Source: an optimization exercise on an open RTL-to-GDS flow (aim: small area). Production flows keep margins and buffers that such runs may drop. Where RTL was checked, it was by simulation tests only, not by an equivalence proof against the original. No driver is modelled on the clock port, so clocking that relies on it looks cheaper here than on a real chip. No activity file was given, so power comes from the tool's default toggle rates.

==> module ibus_core, before the edit <==
module ibus_core (
    input  wire        clk,
    input  wire        rst,           
    input  wire        rx,            
    output wire        tx,            
    output wire        tx_en,         
    input  wire        req_valid,
    input  wire        req_send,      
    input  wire [3:0]  req_cmd,
    input  wire [3:0]  req_id,
    input  wire [2:0]  req_len,       
    input  wire [31:0] req_data,      
    output reg         dec_valid,
    output wire [1:0]  dec_status,    
    output wire [3:0]  dec_cmd,
    output wire [3:0]  dec_id,
    output wire        frame_ready
);
    localparam [3:0] BC_START = 4'd15;
    localparam [3:0] BC_STOP  = 4'd8;
    localparam [3:0] BC_IDLE  = 4'd9;
    localparam [8:0] GAP_END = 9'h1FF;
    function [8:0] lfsr_back(input [8:0] s, input integer n);
        integer k;
        begin
            lfsr_back = s;
            for (k = 0; k < n; k = k + 1)
                lfsr_back = {lfsr_back[0] ^ lfsr_back[5], lfsr_back[8:1]};
        end
    endfunction
    localparam [8:0] GAP_SEED = lfsr_back(GAP_END, 320);
    reg        rx_s1, rx_s2;     
    reg  [3:0] ph;               
    reg  [3:0] bc;               
    reg        busy;             
    reg  [3:0] cnt;              
    reg        fp;               
    reg [39:0] sr;               
    reg  [7:0] acc;              
    reg  [2:0] hi;               
    reg        cy;               
    wire       gap_flag = &sr[39:31];
    assign tx_en       = busy;
    wire       sr0_true = sr[0] ^ (busy && !bc[0]);
    assign dec_cmd     = sr[15:12];
    assign dec_id      = sr[11:8];
    assign dec_status  = {sr[16] && !cy, sr[16] && cy};
    wire dec_fire  = req_valid && !req_send && !busy;
    wire send_fire = req_valid &&  req_send && !busy && (req_len <= 3'd4);
    wire cur1 = cnt[0] && !cnt[1];
    wire cur2 = cnt[1] && !cnt[2];
    wire cur3 = cnt[2] && !cnt[3];
    wire cur4 = cnt[3];
    wire first = fp;
    wire pend  = fp;
    assign frame_ready = !busy && cnt[3] && cnt[0];
    wire   dec_avail   = frame_ready;
    wire bit_end  = (ph == 4'd15);
    wire in_data  = !bc[3];
    wire dshift   = bit_end && in_data;
    wire last     = (bc == 4'd7);
    wire at_idle  = (bc == BC_IDLE);
    wire char_end = bit_end && (bc == BC_STOP);
    wire r_chi  = cnt[3] && !cnt[2];             
    wire r_clo  = cnt[2] && !cnt[1];             
    wire t_clo  = !first && r_clo;
    wire t_body = !first && !r_clo && !r_chi;
    wire rx_valid    = !busy && char_end && rx_s2;
    wire rx_accept   = rx_valid && !send_fire;
    wire frame_start = rx_accept && gap_flag;
    wire rx_shift    = !busy && dshift;
    wire tx_shift = busy && dshift && t_body;
    always @(posedge clk) begin
        if (rst) begin
            rx_s1 <= 1'b1;
            rx_s2 <= 1'b1;
        end else begin
            rx_s1 <= rx;
            rx_s2 <= rx_s1;
        end
    end
    always @(posedge clk) begin
        if (send_fire)
            ph <= 4'd13;
        else if (!busy && at_idle)
            ph <= 4'd8;                  
        else if (!(busy && char_end))
            ph <= ph + 4'd1;
    end
    always @(posedge clk) begin
        if (rst) begin
            bc   <= BC_IDLE;
            busy <= 1'b0;
        end else if (send_fire) begin
            bc   <= BC_IDLE;
            busy <= 1'b1;
        end else begin
            if (at_idle) begin
                if (busy ? bit_end : !rx_s2)
                    bc <= BC_START;
            end else if (bit_end) begin
                if (!busy && bc == BC_START && rx_s2)
                    bc <= BC_IDLE;       
                else
                    bc <= bc + 4'd1;
            end
            if (busy && char_end && r_chi)
                busy <= 1'b0;
        end
    end
    always @(posedge clk) begin
        if (rst)
            cnt <= 4'b0000;
        else if (send_fire)
            cnt <= {req_len == 3'd0, req_len <= 3'd1, req_len <= 3'd2, req_len <= 3'd3};
        else if (frame_start)
            cnt <= 4'b0001;
        else if (busy ? char_end : ((rx_accept && !cur4) || (dec_fire && dec_avail)))
            cnt <= {cnt[2:0], !cnt[3]};
    end
    always @(posedge clk) begin
        if (send_fire)
            fp <= 1'b1;
        else if (busy) begin
            if (char_end)
                fp <= 1'b0;
        end else if (rx_accept && (frame_start || !cnt[2]))
            fp <= 1'b1;
        else if (rx_shift && last)
            fp <= 1'b0;
    end
    wire [8:0] gap_lfsr = {sr[31], sr[32], sr[33], sr[34], sr[35], sr[36], sr[37], sr[38], sr[39]};
    wire [8:0] gap_seed_sr;              
    genvar gk;
    generate
        for (gk = 0; gk < 9; gk = gk + 1) begin : g_seed
            assign gap_seed_sr[8 - gk] = GAP_SEED[gk];
        end
    endgenerate
    always @(posedge clk) begin
        if (send_fire)
            sr <= {req_data[31:23] ^ 9'h155, ~req_data[22:8], req_data[7:0] ^ 8'h55, ~req_cmd, ~req_id};
        else begin
            if (tx_shift || rx_shift)
                sr[7:0] <= ~{busy ? sr[8] : rx_s2, sr[7:1]};
            if (tx_shift || (rx_shift && cur1))
                sr[15:8] <= {busy ? sr[16] : rx_s2, sr[15:9]};
            if (tx_shift)
                sr[30:16] <= ~sr[31:17];
            else if (!busy)
                sr[16] <= dec_avail;
            if (!busy && rx_accept)
                sr[39:31] <= gap_seed_sr;
            else if (tx_shift || !busy)
                sr[38:31] <= sr[39:32];
            if (!busy && !rx_accept)
                sr[39] <= (gap_lfsr[8] ^ gap_lfsr[4]) | gap_flag;
        end
    end
    wire ld     = !busy && cur1;
    wire add_en = busy ? t_body : pend;
    wire a_in   = add_en && sr0_true;
    wire a_acc  = acc[0] && !ld;
    wire a_cy   = cy && !ld;
    wire s_bit  = a_acc ^ a_in ^ a_cy;
    wire c_out  = (a_acc & a_in) | (a_acc & a_cy) | (a_in & a_cy);
    wire rot    = dshift && (busy || pend);
    wire ok3    = (acc == 8'hFF) && ((sr[7:0] ^ 8'b10101010) == {7'h7F, ~hi[0]});
    always @(posedge clk) begin
        if (send_fire) begin
            acc <= 8'd4 + {5'd0, req_len};
            hi  <= 3'd0;
            cy  <= 1'b0;
        end else if (rot) begin
            acc <= {s_bit, acc[7:1]};
            cy  <= c_out && !last;
            if (last && ld)
                hi[1:0] <= 2'd0;
            else if (last)
                hi <= hi + {2'd0, c_out};
        end else if (rx_accept && cur3) begin
            cy <= ok3;
        end
    end
    always @(posedge clk) begin
        if (rst)
            dec_valid <= 1'b0;
        else
            dec_valid <= dec_fire;
    end
    reg t_bit;
    always @(*) begin
        if (first)
            t_bit = acc[0];
        else if (t_body)
            t_bit = sr0_true;
        else if (t_clo)
            t_bit = ~acc[0];
        else
            t_bit = !(bc[2:0] <= 3'd2 && hi[bc[1:0]]);
    end
    assign tx = !busy || !(bc == BC_START || (in_data && !t_bit));
endmodule
clock: 10.0 ns
lec_check: 0
cap_margin: 0
core_margin: 2
core_utilization: 40
place_density: 0.6
slew_margin: 0
standard.sh (not shown) runs the stock make flow with config.mk's settings and CLKGATE_MAP_FILE= SYNTH_SCRIPT=/design/flow/synth_recipe.tcl, a recipe that flattens the netlist after the stock synthesis.
==> flow/flow/run.sh <==
#!/bin/bash
# The standard layout (standard.sh) with these changes:
# - synthesis maps the logic with ABC's area-oriented mapper (amap, the
#   script in abc_map.script) instead of ORFS's delay-oriented script; the
#   flip-flops are mapped before ABC runs, so they are the same as in the
#   standard synthesis;
# - the port buffers are the smallest buffer cell instead of the delay cell
#   buffer_ports picks by default;
# - the clock tree: manual_cts.tcl splits the flip-flops into CLK_GROUPS
#   groups, each driven by one CLK_GROUP_CELL, and CTS builds the tree
#   from the clock port to those buffers only, of clkbuf_1, without dummy
#   loads.
set -euo pipefail
rm -rf scripts_area
cp -r "$FLOW_HOME/scripts" scripts_area
cp flow/abc_map.script scripts_area/abc_speed.script
export SCRIPTS_DIR="$PWD/scripts_area"
export BUFFER_PORTS_ARGS="-buffer_cell sky130_fd_sc_hd__buf_1"
export CLK_GROUPS=7
export CLK_GROUP_CELL=sky130_fd_sc_hd__clkbuf_4
export PRE_CTS_TCL="$PWD/flow/manual_cts.tcl"
export CTS_ARGS="-clk_nets clk -sink_clustering_enable -repair_clock_nets -dont_use_dummy_load -buf_list sky130_fd_sc_hd__clkbuf_1"
bash standard.sh > standard.log 2>&1
Other scripts of this flow, unchanged in this note and not shown: flow/flow/abc_map.script, flow/flow/manual_cts.tcl
==> next run, changes <==
--- a/flow/design.v
+++ b/flow/design.v
@@ -40,5 +40,5 @@
     reg  [2:0] hi;               
     reg        cy;               
-    wire       gap_flag = &sr[39:31];
+    wire       gap_flag = (sr[39:31] == 9'b1_0101_0101);
     assign tx_en       = busy;
     wire       sr0_true = sr[0] ^ (busy && !bc[0]);
@@ -130,15 +130,14 @@
             fp <= 1'b0;
     end
-    wire [8:0] gap_lfsr = {sr[31], sr[32], sr[33], sr[34], sr[35], sr[36], sr[37], sr[38], sr[39]};
     wire [8:0] gap_seed_sr;              
     genvar gk;
     generate
         for (gk = 0; gk < 9; gk = gk + 1) begin : g_seed
-            assign gap_seed_sr[8 - gk] = GAP_SEED[gk];
+            assign gap_seed_sr[8 - gk] = GAP_SEED[gk] ^ (gk % 2);
         end
     endgenerate
     always @(posedge clk) begin
         if (send_fire)
-            sr <= {req_data[31:23] ^ 9'h155, ~req_data[22:8], req_data[7:0] ^ 8'h55, ~req_cmd, ~req_id};
+            sr <= {~req_data[31:8], req_data[7:0] ^ 8'h55, ~req_cmd, ~req_id};
         else begin
             if (tx_shift || rx_shift)
@@ -153,7 +152,7 @@
                 sr[39:31] <= gap_seed_sr;
             else if (tx_shift || !busy)
-                sr[38:31] <= sr[39:32];
+                sr[38:31] <= ~sr[39:32];
             if (!busy && !rx_accept)
-                sr[39] <= (gap_lfsr[8] ^ gap_lfsr[4]) | gap_flag;
+                sr[39] <= (sr[31] ^ sr[35]) | gap_flag;
         end
     end
Sequential power rises by a few percent.
Register-to-register slack got worse by 30 ps.
Sequential share of layout area went up by 0.40 points.
Die area went down slightly.
Design area falls slightly.
Power increases by a few percent.

========
juniper:
The RTL this note starts from:
==> flow/design.v <==
module ibus_core (
    input  wire        clk,
    input  wire        rst,           
    input  wire        rx,            
    output wire        tx,            
    output wire        tx_en,         
    input  wire        req_valid,
    input  wire        req_send,      
    input  wire [3:0]  req_cmd,
    input  wire [3:0]  req_id,
    input  wire [2:0]  req_len,       
    input  wire [31:0] req_data,      
    output reg         dec_valid,
    output wire [1:0]  dec_status,    
    output wire [3:0]  dec_cmd,
    output wire [3:0]  dec_id,
    output wire        frame_ready
);
    localparam [3:0] BC_START = 4'd15;
    localparam [3:0] BC_STOP  = 4'd8;
    localparam [3:0] BC_IDLE  = 4'd9;
    localparam [8:0] GAP_END = 9'h1FF;
    function [8:0] lfsr_back(input [8:0] s, input integer n);
        integer k;
        begin
            lfsr_back = s;
            for (k = 0; k < n; k = k + 1)
                lfsr_back = {lfsr_back[0] ^ lfsr_back[5], lfsr_back[8:1]};
        end
    endfunction
    localparam [8:0] GAP_SEED = lfsr_back(GAP_END, 320);
    reg        rx_s1, rx_s2;     
    reg  [3:0] ph;               
    reg  [3:0] bc;               
    reg        busy;             
    reg  [3:0] cnt;              
    reg        fp;               
    reg [39:0] sr;               
    reg  [7:0] acc;              
    reg  [2:0] hi;               
    reg        cy;               
    wire       gap_flag = &sr[39:31];
    assign tx_en       = busy;
    wire       sr0_true = sr[0] ^ (busy && !bc[0]);
    assign dec_cmd     = sr[15:12];
    assign dec_id      = sr[11:8];
    assign dec_status  = {sr[16] && !cy, sr[16] && cy};
    wire dec_fire  = req_valid && !req_send && !busy;
    wire send_fire = req_valid &&  req_send && !busy && (req_len <= 3'd4);
    wire cur1 = cnt[0] && !cnt[1];
    wire cur2 = cnt[1] && !cnt[2];
    wire cur3 = cnt[2] && !cnt[3];
    wire cur4 = cnt[3];
    wire first = fp;
    wire pend  = fp;
    assign frame_ready = !busy && cnt[3] && cnt[0];
    wire   dec_avail   = frame_ready;
    wire bit_end  = (ph == 4'd15);
    wire in_data  = !bc[3];
    wire dshift   = bit_end && in_data;
    wire last     = (bc == 4'd7);
    wire at_idle  = (bc == BC_IDLE);
    wire char_end = bit_end && (bc == BC_STOP);
    wire r_chi  = cnt[3] && !cnt[2];             
    wire r_clo  = cnt[2] && !cnt[1];             
    wire t_clo  = !first && r_clo;
    wire t_body = !first && !r_clo && !r_chi;
    wire rx_valid    = !busy && char_end && rx_s2;
    wire rx_accept   = rx_valid && !send_fire;
    wire frame_start = rx_accept && gap_flag;
    wire rx_shift    = !busy && dshift;
    wire tx_shift = busy && dshift && t_body;
    always @(posedge clk) begin
        if (rst) begin
            rx_s1 <= 1'b1;
            rx_s2 <= 1'b1;
        end else begin
            rx_s1 <= rx;
            rx_s2 <= rx_s1;
        end
    end
    always @(posedge clk) begin
        if (send_fire)
            ph <= 4'd13;
        else if (!busy && at_idle)
            ph <= 4'd8;                  
        else if (!(busy && char_end))
            ph <= ph + 4'd1;
    end
    always @(posedge clk) begin
        if (rst) begin
            bc   <= BC_IDLE;
            busy <= 1'b0;
        end else if (send_fire) begin
            bc   <= BC_IDLE;
            busy <= 1'b1;
        end else begin
            if (at_idle) begin
                if (busy ? bit_end : !rx_s2)
                    bc <= BC_START;
            end else if (bit_end) begin
                if (!busy && bc == BC_START && rx_s2)
                    bc <= BC_IDLE;       
                else
                    bc <= bc + 4'd1;
            end
            if (busy && char_end && r_chi)
                busy <= 1'b0;
        end
    end
    always @(posedge clk) begin
        if (rst)
            cnt <= 4'b0000;
        else if (send_fire)
            cnt <= {req_len == 3'd0, req_len <= 3'd1, req_len <= 3'd2, req_len <= 3'd3};
        else if (frame_start)
            cnt <= 4'b0001;
        else if (busy ? char_end : ((rx_accept && !cur4) || (dec_fire && dec_avail)))
            cnt <= {cnt[2:0], !cnt[3]};
    end
    always @(posedge clk) begin
        if (send_fire)
            fp <= 1'b1;
        else if (busy) begin
            if (char_end)
                fp <= 1'b0;
        end else if (rx_accept && (frame_start || !cnt[2]))
            fp <= 1'b1;
        else if (rx_shift && last)
            fp <= 1'b0;
    end
    wire [8:0] gap_lfsr = {sr[31], sr[32], sr[33], sr[34], sr[35], sr[36], sr[37], sr[38], sr[39]};
    wire [8:0] gap_seed_sr;              
    genvar gk;
    generate
        for (gk = 0; gk < 9; gk = gk + 1) begin : g_seed
            assign gap_seed_sr[8 - gk] = GAP_SEED[gk];
        end
    endgenerate
    always @(posedge clk) begin
        if (send_fire)
            sr <= {req_data[31:23] ^ 9'h155, ~req_data[22:8], req_data[7:0] ^ 8'h55, ~req_cmd, ~req_id};
        else begin
            if (tx_shift || rx_shift)
                sr[7:0] <= ~{busy ? sr[8] : rx_s2, sr[7:1]};
            if (tx_shift || (rx_shift && cur1))
                sr[15:8] <= {busy ? sr[16] : rx_s2, sr[15:9]};
            if (tx_shift)
                sr[30:16] <= ~sr[31:17];
            else if (!busy)
                sr[16] <= dec_avail;
            if (!busy && rx_accept)
                sr[39:31] <= gap_seed_sr;
            else if (tx_shift || !busy)
                sr[38:31] <= sr[39:32];
            if (!busy && !rx_accept)
                sr[39] <= (gap_lfsr[8] ^ gap_lfsr[4]) | gap_flag;
        end
    end
    wire ld     = !busy && cur1;
    wire add_en = busy ? t_body : pend;
    wire a_in   = add_en && sr0_true;
    wire a_acc  = acc[0] && !ld;
    wire a_cy   = cy && !ld;
    wire s_bit  = a_acc ^ a_in ^ a_cy;
    wire c_out  = (a_acc & a_in) | (a_acc & a_cy) | (a_in & a_cy);
    wire rot    = dshift && (busy || pend);
    wire ok3    = (acc == 8'hFF) && ((sr[7:0] ^ 8'b10101010) == {7'h7F, ~hi[0]});
    always @(posedge clk) begin
        if (send_fire) begin
            acc <= 8'd4 + {5'd0, req_len};
            hi  <= 3'd0;
            cy  <= 1'b0;
        end else if (rot) begin
            acc <= {s_bit, acc[7:1]};
            cy  <= c_out && !last;
            if (last && ld)
                hi[1:0] <= 2'd0;
            else if (last)
                hi <= hi + {2'd0, c_out};
        end else if (rx_accept && cur3) begin
            cy <= ok3;
        end
    end
    always @(posedge clk) begin
        if (rst)
            dec_valid <= 1'b0;
        else
            dec_valid <= dec_fire;
    end
    reg t_bit;
    always @(*) begin
        if (first)
            t_bit = acc[0];
        else if (t_body)
            t_bit = sr0_true;
        else if (t_clo)
            t_bit = ~acc[0];
        else
            t_bit = !(bc[2:0] <= 3'd2 && hi[bc[1:0]]);
    end
    assign tx = !busy || !(bc == BC_START || (in_data && !t_bit));
endmodule
Settings: LEC_CHECK=0, CAP_MARGIN=0, CORE_MARGIN=2, CORE_UTILIZATION=40, PLACE_DENSITY=0.6, SLEW_MARGIN=0; clock period 10.0 ns.
==> flow/flow/run.sh <==
#!/bin/bash
# The standard layout (standard.sh) with these changes:
# - synthesis maps the logic with ABC's area-oriented mapper (amap, the
#   script in abc_map.script) instead of ORFS's delay-oriented script; the
#   flip-flops are mapped before ABC runs, so they are the same as in the
#   standard synthesis;
# - the port buffers are the smallest buffer cell instead of the delay cell
#   buffer_ports picks by default;
# - the clock tree: manual_cts.tcl splits the flip-flops into CLK_GROUPS
#   groups, each driven by one CLK_GROUP_CELL, and CTS builds the tree
#   from the clock port to those buffers only, of clkbuf_1, without dummy
#   loads.
set -euo pipefail
rm -rf scripts_area
cp -r "$FLOW_HOME/scripts" scripts_area
cp flow/abc_map.script scripts_area/abc_speed.script
export SCRIPTS_DIR="$PWD/scripts_area"
export BUFFER_PORTS_ARGS="-buffer_cell sky130_fd_sc_hd__buf_1"
export CLK_GROUPS=8
export CLK_GROUP_CELL=sky130_fd_sc_hd__clkbuf_4
export PRE_CTS_TCL="$PWD/flow/manual_cts.tcl"
export CTS_ARGS="-clk_nets clk -sink_clustering_enable -repair_clock_nets -dont_use_dummy_load -buf_list sky130_fd_sc_hd__clkbuf_1"
bash standard.sh > standard.log 2>&1
Other scripts of this flow, unchanged in this note and not shown: flow/flow/abc_map.script, flow/flow/manual_cts.tcl
Setup changes, juniper to raven
--- a/flow/design.v
+++ b/flow/design.v
@@ -20,6 +20,9 @@
     localparam [3:0] BC_STOP  = 4'd8;
     localparam [3:0] BC_IDLE  = 4'd9;
     localparam [8:0] GAP_END = 9'h1FF;
+    function [8:0] lfsr_step(input [8:0] s);
+        lfsr_step = {s[7:0], s[8] ^ s[4]};
+    endfunction
     function [8:0] lfsr_back(input [8:0] s, input integer n);
         integer k;
         begin
@@ -37,14 +40,16 @@
     reg        fp;               
     reg [39:0] sr;               
     reg  [7:0] acc;              
-    reg  [2:0] hi;               
+    reg  [1:0] hi;               
     reg        cy;               
-    wire       gap_flag = &sr[39:31];
+    reg  [8:0] gap_lfsr;
+    wire       gap_flag = &gap_lfsr;
+    reg        avail_q;          
     assign tx_en       = busy;
     wire       sr0_true = sr[0] ^ (busy && !bc[0]);
     assign dec_cmd     = sr[15:12];
     assign dec_id      = sr[11:8];
-    assign dec_status  = {sr[16] && !cy, sr[16] && cy};
+    assign dec_status  = {avail_q && !cy, avail_q && cy};
     wire dec_fire  = req_valid && !req_send && !busy;
     wire send_fire = req_valid &&  req_send && !busy && (req_len <= 3'd4);
     wire cur1 = cnt[0] && !cnt[1];
@@ -129,32 +134,16 @@
         else if (rx_shift && last)
             fp <= 1'b0;
     end
-    wire [8:0] gap_lfsr = {sr[31], sr[32], sr[33], sr[34], sr[35], sr[36], sr[37], sr[38], sr[39]};
-    wire [8:0] gap_seed_sr;              
-    genvar gk;
-    generate
-        for (gk = 0; gk < 9; gk = gk + 1) begin : g_seed
-            assign gap_seed_sr[8 - gk] = GAP_SEED[gk];
-        end
-    endgenerate
-    always @(posedge clk) begin
-        if (send_fire)
-            sr <= {req_data[31:23] ^ 9'h155, ~req_data[22:8], req_data[7:0] ^ 8'h55, ~req_cmd, ~req_id};
+    always @(posedge clk) begin
+        if (send_fire)
+            sr <= {~req_data[31:8], req_data[7:0] ^ 8'h55, ~req_cmd, ~req_id};
         else begin
             if (tx_shift || rx_shift)
                 sr[7:0] <= ~{busy ? sr[8] : rx_s2, sr[7:1]};
             if (tx_shift || (rx_shift && cur1))
                 sr[15:8] <= {busy ? sr[16] : rx_s2, sr[15:9]};
             if (tx_shift)
-                sr[30:16] <= ~sr[31:17];
-            else if (!busy)
-                sr[16] <= dec_avail;
-            if (!busy && rx_accept)
-                sr[39:31] <= gap_seed_sr;
-            else if (tx_shift || !busy)
-                sr[38:31] <= sr[39:32];
-            if (!busy && !rx_accept)
-                sr[39] <= (gap_lfsr[8] ^ gap_lfsr[4]) | gap_flag;
+                sr[39:16] <= ~{sr[39], sr[39:17]};
         end
     end
     wire ld     = !busy && cur1;
@@ -166,21 +155,36 @@
     wire c_out  = (a_acc & a_in) | (a_acc & a_cy) | (a_in & a_cy);
     wire rot    = dshift && (busy || pend);
     wire ok3    = (acc == 8'hFF) && ((sr[7:0] ^ 8'b10101010) == {7'h7F, ~hi[0]});
+    wire [2:0] hi_inc = {avail_q, hi} + {2'd0, c_out};
     always @(posedge clk) begin
         if (send_fire) begin
             acc <= 8'd4 + {5'd0, req_len};
-            hi  <= 3'd0;
+            hi  <= 2'd0;
             cy  <= 1'b0;
         end else if (rot) begin
             acc <= {s_bit, acc[7:1]};
             cy  <= c_out && !last;
             if (last && ld)
-                hi[1:0] <= 2'd0;
+                hi <= 2'd0;
             else if (last)
-                hi <= hi + {2'd0, c_out};
+                hi <= hi_inc[1:0];
         end else if (rx_accept && cur3) begin
             cy <= ok3;
         end
+    end
+    always @(posedge clk) begin
+        if (send_fire)
+            avail_q <= 1'b0;
+        else if (!busy)
+            avail_q <= dec_avail;
+        else if (rot && last)
+            avail_q <= hi_inc[2];
+    end
+    always @(posedge clk) begin
+        if (rx_accept)
+            gap_lfsr <= GAP_SEED;
+        else
+            gap_lfsr <= {gap_lfsr[7:0], (gap_lfsr[8] ^ gap_lfsr[4]) | gap_flag};
     end
     always @(posedge clk) begin
         if (rst)
@@ -188,6 +192,7 @@
         else
             dec_valid <= dec_fire;
     end
+    wire [2:0] hix = {avail_q, hi};
     reg t_bit;
     always @(*) begin
         if (first)
@@ -197,7 +202,7 @@
         else if (t_clo)
             t_bit = ~acc[0];
         else
-            t_bit = !(bc[2:0] <= 3'd2 && hi[bc[1:0]]);
+            t_bit = !(bc[2:0] <= 3'd2 && hix[bc[1:0]]);
     end
     assign tx = !busy || !(bc == BC_START || (in_data && !t_bit));
 endmodule
[summary]
Post-route fraction of the period consumed by the critical path: raven higher than juniper. Sequential power, raven vs juniper: up by more than 10%. Comparing number of nets produced by synthesis for juniper and raven, the smaller number came from juniper. raven vs. juniper: number of placement rows went up by about 3%. raven improves on juniper in clock skew. Post-layout instance count excluding filler cells: raven vs juniper up 19. Min final RePlAce weighted congestion across juniper and raven: juniper. Looking only at number of tap cells inserted, and setting everything else aside, the higher value of juniper and raven goes to raven. The routed wire length of raven is higher than that of juniper. Diff raven..juniper | number of failing setup endpoints in the final timing report | unchanged. Comparing multi-input combinational area share for juniper and raven, the bigger number came from juniper. In raven, the die area came out about 6% above the value in juniper. Looking at juniper and raven, the global routing usage on met3 is a wash.
No functional check of the RTL was part of raven.

[what the ideal ports hide]
The flow's constraints put no driver on any port. The routed layouts listed below were extracted and timed again, unchanged, in two steps.
Step 1 assumes that a clkbuf_16 drives the clock port and a buf_2 every other input.
Step 2 moves the port delays by t, midway between the first and last clock arrival at a register: inputs arrive t later, outputs are due t later. That takes back most of the time a late clock gives input paths.
Three values: ideal ports, drivers, drivers and shift; two values: the first two.
run	t, ns	slack for setup (ns)	clock arrival spread, ns	worst data-port slew with drivers (ns)	cell pins on the clock port's net
the first run of note 1	0.655	5.153 / 5.126 / 5.490	0.023 / 0.022	0.04	1
the second run of note 1	0.669	5.335 / 5.306 / 5.195	0.037 / 0.037	0.05	1
juniper	0.652	4.891 / 4.863 / 5.515	0.052 / 0.052	0.04	1
raven	0.701	4.760 / 4.731 / 5.432	0.031 / 0.031	0.04	1
After both steps setup and hold are still met in every run listed. For the second run of note 1, which loses most, drivers alone change the setup slack by -0.029 ns; drivers and shift together by -0.140 ns.
